Source: an optimization exercise on an open RTL-to-GDS flow (aim: small area, a short achievable clock period and few clock cycles). Production flows keep margins and buffers that such runs may drop.
Only simulation tests tie the RTL to the original design; equivalence was not proved.
Power and IR drop assume default switching activity.

==> trial 15 <==
// bfx
module bfx (
    input  wire        clk,
    input  wire        rst,           
    input  wire        src_valid,
    input  wire        src_end,
    input  wire [7:0]  src_char,
    output wire        src_ready,
    input  wire        start,
    input  wire        stop_req,
    input  wire        eof_bit,
    input  wire        budget_en,
    input  wire [19:0] step_budget,
    output wire        in_req,
    input  wire        in_ack,
    input  wire        in_eos,
    input  wire [7:0]  in_byte,
    output wire        out_valid,
    output wire [7:0]  out_data,
    input  wire        out_fail,
    output wire [1:0]  ld_status,     
    output wire [1:0]  err_kind,      
    output wire [11:0] err_pos,
    output wire [1:0]  run_state,     
    output wire [2:0]  fault_cause    
);
clock: 9.0 ns
lec_check: 0
cap_margin: 20
core_margin: 2
core_utilization: 40
place_density: 0.6
setup_slack_margin: 4
slew_margin: 20
run.sh (not shown) runs the stock make flow with config.mk's settings and CLKGATE_MAP_FILE= SYNTH_SCRIPT=/design/flow/synth_recipe.tcl, a recipe that flattens the netlist after the stock synthesis.
==> trial 12: changes against trial 15 <==
--- a/flow/design.v
+++ b/flow/design.v
@@ -43,13 +43,15 @@
     reg          bv_q;             
     reg          bend_q;           
     reg          bcmd_q;           
     reg [2:0]    bop_q;            
     reg [IW+1:0] ent_e [0:63];
     reg [IW+1:0] ent_o [0:63];
-    reg [3:0]    pos_hi [0:63];
+    reg [63:0]   hf;
+    reg [3:0]    hv [0:15];
+    reg [4:0]    hvp;              
     reg [511:0]  ring;
     reg          dr_q, dl_q;
     reg [IW:0]   ip_q;             
     reg [IW:0]   ip1_q;            
     wire         odd  = ip_q[0];
     wire [IW+1:0] ee  = ent_e[ip1_q[IW-1:1]];
@@ -82,12 +84,15 @@
     wire [IW-1:0] k7     = k[IW-1:0];
     wire         self_lp = (top == k7 - 1'b1);
     wire ld_store = bv_q && !bend_q && !skip && bcmd_q &&
                     (k != PROG_MAX) && !(is_close && sp == 0);
     wire push_st  = ld_store && is_open;
     wire pop_st   = ld_store && is_close;
+    wire [4:0]   hvp_m1  = hvp - 1'b1;
+    wire [3:0]   top_hi  = hv[hvp_m1[3:0]];
+    wire         new_hi  = (hvp == 5'd0) || (c[11:8] != top_hi);
     always @(posedge clk) begin
         if (rst) begin
             bv_q <= 1'b0;
         end else begin
             bv_q   <= src_valid;
             bend_q <= src_end;
@@ -99,29 +104,31 @@
         if (rst) begin
             ld_q       <= LD_UNLOADED;
             ld_err_q   <= 1'b0;
             err_kind_q <= 2'd0;
             err_pos_q  <= 12'd0;
             len_q      <= {(IW+1){1'b0}};
+            hvp        <= 5'd0;
             k          <= {(IW+1){1'b0}};
             c          <= 12'd0;
             sp         <= {(IW+1){1'b0}};
         end else begin
             if (bv_q) begin
                 if (bend_q) begin
                     len_q    <= k;
+                    hvp      <= 5'd0;
                     k        <= {(IW+1){1'b0}};
                     c        <= 12'd0;
                     sp       <= {(IW+1){1'b0}};
                     ld_err_q <= 1'b0;
                     if (skip) begin
                         ld_q <= LD_FAILED;
                     end else if (sp != 0) begin
                         ld_q       <= LD_FAILED;
                         err_kind_q <= 2'd2;
-                        err_pos_q  <= {pos_hi[sp_m1[5:0]], ring[448], ring[384], ring[320],
+                        err_pos_q  <= {top_hi, ring[448], ring[384], ring[320],
                                        ring[256], ring[192], ring[128], ring[64], ring[0]};
                     end else begin
                         ld_q <= LD_LOADED;
                     end
                 end else begin
                     c <= c + 1'b1;
@@ -133,14 +140,22 @@
                         end else if (is_close && sp == 0) begin
                             ld_err_q   <= 1'b1;
                             err_kind_q <= 2'd1;
                             err_pos_q  <= c;
                         end else begin
                             k <= k + 1'b1;
-                            if (is_open)  sp <= sp + 1'b1;
-                            if (is_close) sp <= sp - 1'b1;
+                            if (is_open) begin
+                                sp <= sp + 1'b1;
+                                hf <= {hf[62:0], new_hi};
+                                if (new_hi) hvp <= hvp + 1'b1;
+                            end
+                            if (is_close) begin
+                                sp <= sp - 1'b1;
+                                hf <= {1'b0, hf[63:1]};
+                                if (hf[0]) hvp <= hvp_m1;
+                            end
                         end
                     end
                 end
             end
             if (src_valid) begin
                 ld_q <= LD_LOADING;
@@ -163,24 +178,25 @@
             if (k7[0]) ent_o[k7[IW-1:1]] <= went;
             else       ent_e[k7[IW-1:1]] <= went;
             if (is_close) begin
                 if (top[0]) ent_o[top[IW-1:1]][IW-1:0] <= wx;
                 else        ent_e[top[IW-1:1]][IW-1:0] <= wx;
             end
-            if (is_open)
-                pos_hi[sp[5:0]] <= c[11:8];
+            if (is_open && new_hi)
+                hv[hvp[3:0]] <= c[11:8];
         end
     end
     assign ld_status = ld_q;
     assign err_kind  = err_kind_q;
     assign err_pos   = err_pos_q;
     localparam R_IDLE = 2'd0, R_RUN = 2'd1, R_HALT = 2'd2, R_FAULT = 2'd3;
     reg [1:0]    rs_q;             
     reg          wait_q;           
     reg [2:0]    cause_q;
     reg [PW-1:0] ptr_q;            
+    reg [PW-1:0] ptrp_q, ptrm_q;   
     reg [PW-1:0] lo_q, hi_q;       
     reg [19:0]   rem_q;            
     reg          ben_q, eof_q, stop_q;
     reg [7:0]    in_buf_q;         
     reg [2:0]    in_rem_q;
     reg          in_eos_q;
@@ -292,12 +308,14 @@
             rs_q      <= (len_q == 0) ? R_HALT : R_RUN;
             wait_q    <= 1'b0;
             cause_q   <= 3'd0;
             ip_q      <= {(IW+1){1'b0}};
             ip1_q     <= {{IW{1'b0}}, 1'b1};
             ptr_q     <= PTR_ZERO;
+            ptrp_q    <= PTR_ZERO + 1'b1;
+            ptrm_q    <= PTR_ZERO - 1'b1;
             lo_q      <= PTR_ZERO;
             hi_q      <= PTR_ZERO;
             rem_q     <= step_budget;
             ben_q     <= budget_en;
             eof_q     <= eof_bit;
             stop_q    <= 1'b0;
@@ -400,17 +418,21 @@
                             end
                         end
                     end
                 end
             end
             if (rot_r) begin
-                ptr_q <= ptr_q + 1'b1;
+                ptr_q  <= ptrp_q;
+                ptrp_q <= ptrp_q + 1'b1;
+                ptrm_q <= ptr_q;
                 if (at_hi) hi_q <= hi_q + 1'b1;
             end
             if (rot_l) begin
-                ptr_q <= ptr_q - 1'b1;
+                ptr_q  <= ptrm_q;
+                ptrm_q <= ptrm_q - 1'b1;
+                ptrp_q <= ptr_q;
                 if (at_lo) lo_q <= lo_q - 1'b1;
             end
             if (consume_in && in_have) begin
                 in_buf_q <= {1'b0, in_buf_q[7:1]};
                 in_rem_q <= in_rem_q - 1'b1;
             end
Settings changed: CTS_BUF_LIST set to sky130_fd_sc_hd__clkbuf_16, CTS_CLUSTER_DIAMETER set to 60, CTS_CLUSTER_SIZE set to 16.
==> trial 56: changes against trial 15 <==
--- a/flow/design.v
+++ b/flow/design.v
@@ -43,13 +43,15 @@
     reg          bv_q;             
     reg          bend_q;           
     reg          bcmd_q;           
     reg [2:0]    bop_q;            
     reg [IW+1:0] ent_e [0:63];
     reg [IW+1:0] ent_o [0:63];
-    reg [3:0]    pos_hi [0:63];
+    reg [63:0]   hf;
+    reg [3:0]    hv [0:15];
+    reg [4:0]    hvp;              
     reg [511:0]  ring;
     reg          dr_q, dl_q;
     reg [IW:0]   ip_q;             
     reg [IW:0]   ip1_q;            
     wire         odd  = ip_q[0];
     wire [IW+1:0] ee  = ent_e[ip1_q[IW-1:1]];
@@ -77,17 +79,21 @@
     wire         is_open  = (bop_q == C_OPEN);
     wire         is_close = (bop_q == C_CLOSE);
     wire [IW:0]  sp_m1   = sp - 1'b1;
     wire [IW-1:0] top    = ip_q[IW-1:0];
     wire [IW-1:0] link   = jA;             
     wire [IW-1:0] k7     = k[IW-1:0];
-    wire         self_lp = (top == k7 - 1'b1);
+    reg          last_open_q;      
+    wire         self_lp = last_open_q;    
     wire ld_store = bv_q && !bend_q && !skip && bcmd_q &&
                     (k != PROG_MAX) && !(is_close && sp == 0);
     wire push_st  = ld_store && is_open;
     wire pop_st   = ld_store && is_close;
+    wire [4:0]   hvp_m1  = hvp - 1'b1;
+    wire [3:0]   top_hi  = hv[hvp_m1[3:0]];
+    wire         new_hi  = (hvp == 5'd0) || (c[11:8] != top_hi);
     always @(posedge clk) begin
         if (rst) begin
             bv_q <= 1'b0;
         end else begin
             bv_q   <= src_valid;
             bend_q <= src_end;
@@ -99,29 +105,33 @@
         if (rst) begin
             ld_q       <= LD_UNLOADED;
             ld_err_q   <= 1'b0;
             err_kind_q <= 2'd0;
             err_pos_q  <= 12'd0;
             len_q      <= {(IW+1){1'b0}};
+            hvp        <= 5'd0;
+            last_open_q <= 1'b0;
             k          <= {(IW+1){1'b0}};
             c          <= 12'd0;
             sp         <= {(IW+1){1'b0}};
         end else begin
             if (bv_q) begin
                 if (bend_q) begin
                     len_q    <= k;
+                    hvp      <= 5'd0;
+                    last_open_q <= 1'b0;
                     k        <= {(IW+1){1'b0}};
                     c        <= 12'd0;
                     sp       <= {(IW+1){1'b0}};
                     ld_err_q <= 1'b0;
                     if (skip) begin
                         ld_q <= LD_FAILED;
                     end else if (sp != 0) begin
                         ld_q       <= LD_FAILED;
                         err_kind_q <= 2'd2;
-                        err_pos_q  <= {pos_hi[sp_m1[5:0]], ring[448], ring[384], ring[320],
+                        err_pos_q  <= {top_hi, ring[448], ring[384], ring[320],
                                        ring[256], ring[192], ring[128], ring[64], ring[0]};
                     end else begin
                         ld_q <= LD_LOADED;
                     end
                 end else begin
                     c <= c + 1'b1;
@@ -133,14 +143,23 @@
                         end else if (is_close && sp == 0) begin
                             ld_err_q   <= 1'b1;
                             err_kind_q <= 2'd1;
                             err_pos_q  <= c;
                         end else begin
                             k <= k + 1'b1;
-                            if (is_open)  sp <= sp + 1'b1;
-                            if (is_close) sp <= sp - 1'b1;
+                            last_open_q <= is_open;
+                            if (is_open) begin
+                                sp <= sp + 1'b1;
+                                hf <= {hf[62:0], new_hi};
+                                if (new_hi) hvp <= hvp + 1'b1;
+                            end
+                            if (is_close) begin
+                                sp <= sp - 1'b1;
+                                hf <= {1'b0, hf[63:1]};
+                                if (hf[0]) hvp <= hvp_m1;
+                            end
                         end
                     end
                 end
             end
             if (src_valid) begin
                 ld_q <= LD_LOADING;
@@ -163,24 +182,25 @@
             if (k7[0]) ent_o[k7[IW-1:1]] <= went;
             else       ent_e[k7[IW-1:1]] <= went;
             if (is_close) begin
                 if (top[0]) ent_o[top[IW-1:1]][IW-1:0] <= wx;
                 else        ent_e[top[IW-1:1]][IW-1:0] <= wx;
             end
-            if (is_open)
-                pos_hi[sp[5:0]] <= c[11:8];
+            if (is_open && new_hi)
+                hv[hvp[3:0]] <= c[11:8];
         end
     end
     assign ld_status = ld_q;
     assign err_kind  = err_kind_q;
     assign err_pos   = err_pos_q;
     localparam R_IDLE = 2'd0, R_RUN = 2'd1, R_HALT = 2'd2, R_FAULT = 2'd3;
     reg [1:0]    rs_q;             
     reg          wait_q;           
     reg [2:0]    cause_q;
     reg [PW-1:0] ptr_q;            
+    reg [PW-1:0] ptrp_q, ptrm_q;   
     reg [PW-1:0] lo_q, hi_q;       
     reg [19:0]   rem_q;            
     reg          ben_q, eof_q, stop_q;
     reg [7:0]    in_buf_q;         
     reg [2:0]    in_rem_q;
     reg          in_eos_q;
@@ -292,12 +312,14 @@
             rs_q      <= (len_q == 0) ? R_HALT : R_RUN;
             wait_q    <= 1'b0;
             cause_q   <= 3'd0;
             ip_q      <= {(IW+1){1'b0}};
             ip1_q     <= {{IW{1'b0}}, 1'b1};
             ptr_q     <= PTR_ZERO;
+            ptrp_q    <= PTR_ZERO + 1'b1;
+            ptrm_q    <= PTR_ZERO - 1'b1;
             lo_q      <= PTR_ZERO;
             hi_q      <= PTR_ZERO;
             rem_q     <= step_budget;
             ben_q     <= budget_en;
             eof_q     <= eof_bit;
             stop_q    <= 1'b0;
@@ -400,17 +422,21 @@
                             end
                         end
                     end
                 end
             end
             if (rot_r) begin
-                ptr_q <= ptr_q + 1'b1;
+                ptr_q  <= ptrp_q;
+                ptrp_q <= ptrp_q + 1'b1;
+                ptrm_q <= ptr_q;
                 if (at_hi) hi_q <= hi_q + 1'b1;
             end
             if (rot_l) begin
-                ptr_q <= ptr_q - 1'b1;
+                ptr_q  <= ptrm_q;
+                ptrm_q <= ptrm_q - 1'b1;
+                ptrp_q <= ptr_q;
                 if (at_lo) lo_q <= lo_q - 1'b1;
             end
             if (consume_in && in_have) begin
                 in_buf_q <= {1'b0, in_buf_q[7:1]};
                 in_rem_q <= in_rem_q - 1'b1;
             end
Settings changed: ABC_CLOCK_PERIOD_IN_PS set to 4000, CTS_BUF_LIST set to sky130_fd_sc_hd__clkbuf_16, CTS_CLUSTER_DIAMETER set to 60, CTS_CLUSTER_SIZE set to 16, SETUP_SLACK_MARGIN 4 to 5.
==> comparison <==
- Critical path depth: trial 15 > trial 56 > trial 12.
- Maximum frequency: trial 15 < trial 12 < trial 56.
- The highest clock power belongs to trial 15, the lowest to trial 56.
- Clock-buffer cell count: trial 15 > trial 12 > trial 56.
Testbench counts of trial 15, summed over its fixed seeds: cycles 89,341.
Testbench counts of trial 12, summed over its fixed seeds: cycles 89,341.
Testbench counts of trial 56, summed over its fixed seeds: cycles 89,341.

==> re-timing with driven ports <==
Ports are ideal in the flow. The routed layouts listed here were re-timed in OpenROAD. Step 1 sets driving cells, clkbuf_16 on the clock port and buf_2 on the other inputs (assumed; they add their load-dependent delay and slew). Step 2 moves the port delays by t, midway between the first and last clock arrival at a register: inputs arrive t later, outputs are due t later. That takes back most of the time a late clock gives input paths. Slacks: no drivers / after step 1 / after step 2; pairs: no drivers / after step 1.
run | t, ns | slack for setup (ns) | cell pins on the clock port's net
trial 15 | 0.960 | 3.210 / 3.210 / 3.195 | 1
trial 12 | 0.935 | 3.844 / 3.844 / 3.389 | 1
trial 56 | 0.929 | 4.109 / 4.109 / 3.859 | 1
After both steps every run listed still meets setup and hold. The setup slack of trial 12, which loses most, moves by 0.000 ns with the drivers and by -0.455 ns with both steps.
